This is an optimization exercise on Yosys and OpenROAD, whose aim is small area, a short achievable clock period and few clock cycles per item, not a production implementation. The RTL was checked by simulation tests, not by an equivalence proof against the original design.

// fft_butterfly
module fft_butterfly (
    input  wire        clk,
    input  wire        rst,
    input  wire        in_valid,
    output wire        in_ready,
    input  wire [31:0] ur,
    input  wire [31:0] ui,
    input  wire [31:0] vr,
    input  wire [31:0] vi,
    input  wire [31:0] wr,
    input  wire [31:0] wi,
    output reg         out_valid,
    output reg  [31:0] our,
    output reg  [31:0] oui,
    output reg  [31:0] ovr,
    output reg  [31:0] ovi
);
    localparam [31:0] QNAN = 32'h7FC00000;
    integer k;
    genvar gi;
    reg         rdy;
    reg         s0_valid;
    reg  [31:0] s0_ur, s0_ui;
    reg  [3:0]  s0_s;
    reg  [35:0] s0_e;
    reg  [95:0] s0_m;
    wire        front_idle;              
    assign in_ready = rdy;
    wire [127:0] op_in = {vi, vr, wi, wr};
    wire [3:0]   small_in, op_ez, op_shift;
    generate for (gi = 0; gi < 4; gi = gi + 1) begin : g_op
        wire [31:0] x = op_in[32*gi +: 32];
        wire [23:0] m = s0_m[24*gi +: 24];
        assign op_ez[gi]    = x[30:23] == 8'h00;
        assign small_in[gi] = ~x[30] & ~x[29] & (x[28:0] != 29'd0);
        assign op_shift[gi] = ~m[23] & (m[22:0] != 23'd0);
    end endgenerate
    wire s0_ok = ~(|op_shift);
    always @(posedge clk) begin
        for (k = 0; k < 4; k = k + 1) begin
            if (rdy) begin
                s0_s[k]          <= op_in[32*k+31];
                s0_e[9*k +: 9]   <= {1'b0, op_in[32*k+24 +: 7], op_in[32*k+23] | op_ez[k]};
                s0_m[24*k +: 24] <= {~op_ez[k], op_in[32*k +: 23]};
  ...
Size: roughly 19,000 cells after synthesis, ~2,000 flip-flops, roughly 330 I/O pins.
==> flow/config.mk <==
export PLATFORM = sky130hd
export DESIGN_NAME = fft_butterfly
export DESIGN_NICKNAME = fft_butterfly
export VERILOG_FILES = /design/flow/design.v
export SDC_FILE = /design/flow/constraint.sdc
export NUM_CORES = 8
export LEC_CHECK = 0
export CAP_MARGIN = 20
export CORE_MARGIN = 2
export CORE_UTILIZATION = 40
export SETUP_SLACK_MARGIN = 0.5
export SLEW_MARGIN = 20
==> flow/constraint.sdc <==
create_clock -name core_clock -period 20.0 [get_ports {clk}]
set_input_delay 4.0000 -clock core_clock [delete_from_list [all_inputs] [get_ports {clk}]]
set_output_delay 4.0000 -clock core_clock [all_outputs]
set_load 0.01 [all_outputs]
run.sh (not shown) runs the stock make flow with config.mk's settings and CLKGATE_MAP_FILE= SYNTH_SCRIPT=/design/flow/synth_recipe.tcl, a recipe that flattens the netlist after the stock synthesis.
Testbench counts at the start, summed over its fixed seeds: cycles 32,080, items 32,000.
Edit:
==> flow/flow/run.sh (new file) <==
#!/bin/bash
# The standard layout, with every port buffered by a buf_4 instead of the
# flow's default port buffer (a delay cell).  The make run's full output goes
# to flow_make.log in the folder this runs in.
set -euo pipefail
export BUFFER_PORTS_ARGS="-buffer_cell sky130_fd_sc_hd__buf_4"
bash standard.sh > flow_make.log 2>&1
==> flow/standard.sh (new file) <==
#!/bin/bash
# synth_recipe.tcl (not shown) runs the flow's synth.tcl, then flattens the netlist and writes it again
# the make line also repeats each setting of config.mk as NAME=value (left out here)
make -C /OpenROAD-flow-scripts/flow DESIGN_CONFIG=/design/flow/config.mk WORK_HOME=/design/flow/orfs CLKGATE_MAP_FILE= SYNTH_SCRIPT=/design/flow/synth_recipe.tcl "${@:-finish}"
removed: flow/run.sh
Effect: The new run finished with timing, DRC and antenna clean; cell count stays flat; utilization is lower by 0.17 points; sequential cell count does not change; area after synthesis does not change.

========
## run 1
Another version of the RTL of fft_butterfly (not shown whole).
Size: ~19000 cells after synthesis, ~2000 flip-flops, ~330 I/O pins, ~160000 sq um of cells after synthesis.
Design fft_butterfly, start of the top module:
module fft_butterfly (
    input  wire        clk,
    input  wire        rst,
    input  wire        in_valid,
    output wire        in_ready,
    input  wire [31:0] ur,
    input  wire [31:0] ui,
    input  wire [31:0] vr,
    input  wire [31:0] vi,
    input  wire [31:0] wr,
    input  wire [31:0] wi,
    output reg         out_valid,
    output reg  [31:0] our,
    output reg  [31:0] oui,
    output reg  [31:0] ovr,
    output reg  [31:0] ovi
);
    localparam [31:0] QNAN = 32'h7FC00000;
    integer k;
    genvar gi;
    reg         rdy;                     
    reg         slow;                    
    reg         s0_valid;
    reg  [31:0] s0_ur, s0_ui;
    reg  [3:0]  s0_s;
    reg  [35:0] s0_e;
    reg  [95:0] s0_m;
    wire        front_idle;              
    assign in_ready = rdy;
    wire [127:0] op_in = {vi, vr, wi, wr};
    wire [3:0]   small_in, op_ez, op_shift;
    generate for (gi = 0; gi < 4; gi = gi + 1) begin : g_op
        wire [31:0] x = op_in[32*gi +: 32];
        wire [23:0] m = s0_m[24*gi +: 24];
  ...
export LEC_CHECK = 0
export CAP_MARGIN = 0
export CORE_MARGIN = 2
export CORE_UTILIZATION = 55
export SETUP_SLACK_MARGIN = 0.5
export SLEW_MARGIN = 0
create_clock -name core_clock -period 20.0 [get_ports {clk}]
standard.sh (not shown) runs the stock make flow with config.mk's settings and CLKGATE_MAP_FILE= SYNTH_SCRIPT=/design/flow/synth_recipe.tcl, a recipe that flattens the netlist after the stock synthesis.
==> flow/flow/run.sh <==
#!/bin/bash
# The standard layout, with every port buffered by a buf_4 instead of the
# flow's default port buffer (a delay cell).  The make run's full output goes
# to flow_make.log in the folder this runs in.
set -euo pipefail
export BUFFER_PORTS_ARGS="-buffer_cell sky130_fd_sc_hd__buf_4"
bash standard.sh > flow_make.log 2>&1
Testbench counts of run 1, summed over its fixed seeds: cycles 32,080, items 32,000.
diff inputs: run 1 => run 2
Settings: CAP_MARGIN changed from 0 to 20; PLACE_DENSITY newly set to 0.72; CORE_UTILIZATION changed from 55 to 65; SLEW_MARGIN changed from 0 to 20.
Findings:
Run 2 ran to completion and came out clean on the timing, design-rule and antenna checks.
For run 2, the launch point of the worst path was our[9], unlike run 1, where it was ovr[14].
Compared with run 1, in run 2 final routed wirelength across all metal layers went down, maximum clock skew at final layout moved up.
Run 2 vs. run 1: proportion of cell area spent on the clock network now smaller; biggest cell delay along the critical path -0.03 ns.
Relative to run 2, the following input files were edited for run 3:
Settings: removing PLACE_DENSITY (formerly 0.72); changing CORE_UTILIZATION from 65 to 55.
==> notes.md <==
Run 3 — relative area change from synthesis to final layout 0.67 points higher, run 2 as reference. Re period utilization: run 2 and run 3 aren't equal, and the higher value belongs to run 3. Between run 2 and run 3, the final layout net count does not differ in any meaningful way. Comparing largest net degree at the start of global routing for run 2 and run 3, the smaller number came from run 2. Going from run 2 to run 3, the clock period minus final worst setup slack was found to have gone up by 0.030 ns. Diff run 2 and run 3: number of antenna diodes lower in run 2.

static timing again, ports no longer ideal:
In the flow no input, the clock included, has a driving cell. The finished layouts below were timed again as built, in two steps. Step 1 (the two cells are an assumption about what drives the block):
set clk [get_ports {clk}]
set_driving_cell -lib_cell sky130_fd_sc_hd__clkbuf_16 $clk
set_driving_cell -lib_cell sky130_fd_sc_hd__buf_2 [delete_from_list [all_inputs] $clk]
Step 2 adds t to the input delays and takes it off the output delays; t is the mean of the earliest and latest rising clock arrival at the registers after step 1. Input paths then give back, and output paths get back, about the clock's delay inside the block. Slacks: ideal / step 1 / step 2; pairs: ideal / step 1.
run | shift t [ns] | setup slack, ns | hold slack, ns | slew at the worst register clock pin (ns)
the first run of note 1 | 1.072 | 13.627 / 13.722 / 12.649 | 0.298 / 0.298 / 0.298 | 0.07 / 0.07
the second run of note 1 | 1.055 | 13.773 / 13.773 / 13.167 | 0.281 / 0.281 / 0.281 | 0.08 / 0.08
run 1 | 1.012 | 14.334 / 14.223 / 14.188 | 0.271 / 0.271 / 0.271 | 0.07 / 0.07
run 2 | 1.000 | 14.408 / 14.298 / 13.945 | 0.225 / 0.225 / 0.225 | 0.07 / 0.07
run 3 | 1.000 | 14.378 / 14.263 / 14.161 | 0.260 / 0.260 / 0.260 | 0.07 / 0.07
After both steps setup and hold are still met in every run listed. The setup slack of the first run of note 1, which loses most, moves by +0.095 ns with the drivers and by -0.978 ns with both steps.
